This is an optimization exercise on Yosys and OpenROAD, whose aim is small area, a short achievable clock period and few clock cycles, not a production implementation. Only simulation tests tie the RTL to the original design; equivalence was not proved. Power is estimated from default activity; no workload was simulated.

wip/lagoon:
## quic_walk
module quic_walk (
    input  wire        clk,
    input  wire        rst,
    input  wire        in_valid,
    output wire        in_ready,
    input  wire [31:0] in_data,
    input  wire [2:0]  in_cnt,
    input  wire        in_last,
    output wire        frm_valid,
    output wire [3:0]  frm_kind,
    output wire [7:0]  frm_tag,
    output wire [15:0] frm_off,
    output wire [15:0] frm_len,
    output wire        done_valid,
    output wire [7:0]  done_status,
    output wire [7:0]  done_cause,
    output wire [15:0] done_nfrm,
    output wire [15:0] done_nbytes
);
    localparam [2:0] S_TAG  = 3'd0;   
    localparam [2:0] S_X1   = 3'd1;   
    localparam [2:0] S_X2   = 3'd2;   
    localparam [2:0] S_B    = 3'd3;   
    localparam [2:0] S_UTF  = 3'd4;   
    localparam [2:0] S_D0   = 3'd5;   
    localparam [2:0] S_D0OK = 3'd6;   
    localparam [2:0] S_ERR  = 3'd7;   
    localparam [2:0] B_DL  = 3'd0;    
    localparam [2:0] B_NBS = 3'd1;    
    localparam [2:0] B_NB  = 3'd2;    
    localparam [2:0] B_TS2 = 3'd3;    
    localparam [2:0] B_TS1 = 3'd4;    
    localparam [1:0] E_RESV  = 2'd0;
    localparam [1:0] E_UTF   = 2'd1;
    localparam [1:0] E_TRUNC = 2'd2;
    localparam [2:0] U_ANY = 3'd0;    
    localparam [2:0] U_A0  = 3'd1;    
    localparam [2:0] U_9F  = 3'd2;    
    localparam [2:0] U_90  = 3'd3;    
    localparam [2:0] U_8F  = 3'd4;    
    reg        bv;
    reg [31:0] bdata;
    reg [2:0]  bcnt;
  ...
For scale: roughly 1600 cells after synthesis, about 160 flip-flops, about 130 I/O pins, roughly 12000 µm² of cells after synthesis.
export LEC_CHECK = 0
export ABC_AREA = 1
export CAP_MARGIN = 20
export CORE_MARGIN = 2
export CORE_UTILIZATION = 60
export CTS_BUF_LIST = sky130_fd_sc_hd__clkbuf_8
export PLACE_DENSITY = 0.7
export SETUP_SLACK_MARGIN = 3.5
export SLEW_MARGIN = 20
create_clock -name core_clock -period 8.0 [get_ports {clk}]
standard.sh (not shown) runs the stock make flow with config.mk's settings and CLKGATE_MAP_FILE= SYNTH_SCRIPT=/design/flow/synth_recipe.tcl, a recipe that flattens the netlist after the stock synthesis.
==> flow/flow/run.sh <==
#!/bin/bash
# The standard layout (the standard.sh, all steps), with the port buffers
# that buffer_ports inserts made plain sky130_fd_sc_hd__buf_1 cells: every
# input and output port still gets its own buffer. The full output of make and
# of the DEF export goes to flow_make.log; ORFS keeps each step's own log
# under orfs/logs/.
set -euo pipefail
export BUFFER_PORTS_ARGS="-buffer_cell sky130_fd_sc_hd__buf_1"
bash standard.sh > flow_make.log 2>&1
Testbench counts of wip/lagoon, summed over its fixed seeds: cycles 13,225.
[inputs] wip/zinc vs wip/lagoon
- a change of SETUP_SLACK_MARGIN from 3.5 to 3.0
- an added CTS_CLUSTER_DIAMETER of 120
- an added CTS_CLUSTER_SIZE of 40
## What came out
wip/zinc closes out successfully: all stages finished, all timing, DRC and antenna checks passed.
Relative to wip/lagoon, the length of routed met2 wiring measured on wip/zinc has decreased by a little under 10%.
Compared with wip/lagoon, in wip/zinc post-cts repair resize count -72%; final routed wirelength across all metal layers -2100 µm; sequential cell fraction of total power +0.9 points; total number of vias -512.
[compare] base=wip/lagoon new=wip/zinc: detailed route wirelength on metal3 -about 14%; average wire per cell in the routed design -2.5%; fraction of final layout cells sized beyond drive strength 1 -3.8 points; number of routed nets with antenna violations ~0 delta.

---

== run A ==
quic_walk, a different RTL version from the one above (not shown whole).
Size: about 1600 cells after synthesis, about 130 I/O pins.
clock: 8.0 ns
lec_check: 0
abc_area: 1
cap_margin: 20
core_margin: 2
core_utilization: 60
cts_buf_list: sky130_fd_sc_hd__clkbuf_8
place_density: 0.7
setup_slack_margin: 2.5
slew_margin: 20
run.sh (not shown) runs the stock make flow with config.mk's settings and CLKGATE_MAP_FILE= SYNTH_SCRIPT=/design/flow/synth_recipe.tcl, a recipe that flattens the netlist after the stock synthesis.
Stock flow here: none of the scripts above is used.
Every stage of the flow completed for run A, and the final layout passed the timing, DRC and antenna checks.
Testbench counts of run A, summed over its fixed seeds: cycles 13,227.
Changes in run B relative to run A:
Settings: SETUP_SLACK_MARGIN removed (was 2.5).
==> flow/flow/run.sh (new file) <==
#!/bin/bash
# The standard layout (the standard.sh, all steps), with the port buffers
# that buffer_ports inserts made plain sky130_fd_sc_hd__buf_1 cells: every
# input and output port still gets its own buffer. The full output of make and
# of the DEF export goes to flow_make.log; ORFS keeps each step's own log
# under orfs/logs/.
set -euo pipefail
export BUFFER_PORTS_ARGS="-buffer_cell sky130_fd_sc_hd__buf_1"
bash standard.sh > flow_make.log 2>&1
==> flow/standard.sh (new file) <==
#!/bin/bash
# synth_recipe.tcl (not shown) runs the flow's synth.tcl, then flattens the netlist and writes it again
# the make line also repeats each setting of config.mk as NAME=value (left out here)
make -C /OpenROAD-flow-scripts/flow DESIGN_CONFIG=/design/flow/config.mk WORK_HOME=/design/flow/orfs CLKGATE_MAP_FILE= SYNTH_SCRIPT=/design/flow/synth_recipe.tcl "${@:-finish}"
removed: flow/run.sh
### Flow results
- DRC violation total after the first TritonRoute iteration, run B vs run A: up by a few percent
- Summary — final critical-path share of the clock period, run B relative to run A: higher, by 8.3 points.
- Run B ended up with a higher minimum clock period than run A did.
- Row switching power total: run B lower / run A higher
Input-level comparison between run C and run B:
Settings: setting SETUP_SLACK_MARGIN to 3.0 for the first time.
==> comparison <==
Run C went all the way through the flow, and no timing, DRC or antenna check failed.
Run B: flow completed, timing, DRC and antenna clean
Comparing run C and run B, the lower met3 track demand over resource in global routing is on run B.
Between run B and run C, the flow reports power of the combinational group increasing by a few percent.
Clock network fraction of total power: run C vs run B down 0.4 points
The hold slack of run B and that of run C are within noise of each other.
Comparing the two runs side by side, run C comes out behind run B on post-route cell area.

[static timing again, ports no longer ideal]
No port has a modelled driver above. Below, the same layouts with a new extraction and two added sets of constraints. Step 1 sets driving cells, clkbuf_16 on the clock port and buf_2 on the other inputs (assumed; they add their load-dependent delay and slew). Step 2 also shifts input and output timing later by t, the mid clock arrival at the registers, as if the neighbouring blocks saw the same clock. Slacks: no drivers / after step 1 / after step 2; pairs: no drivers / after step 1.
run | t (ns) | setup WS [ns] | pins driven straight from the clock port
wip/lagoon | 0.531 | 3.158 / 3.113 / 3.170 | 1
wip/zinc | 0.518 | 3.085 / 3.043 / 3.140 | 1
run A | 0.514 | 2.604 / 2.562 / 2.909 | 1
run B | 0.526 | 1.943 / 1.898 / 2.228 | 1
run C | 0.520 | 3.117 / 3.072 / 3.326 | 1
After both steps every run listed still meets setup and hold.
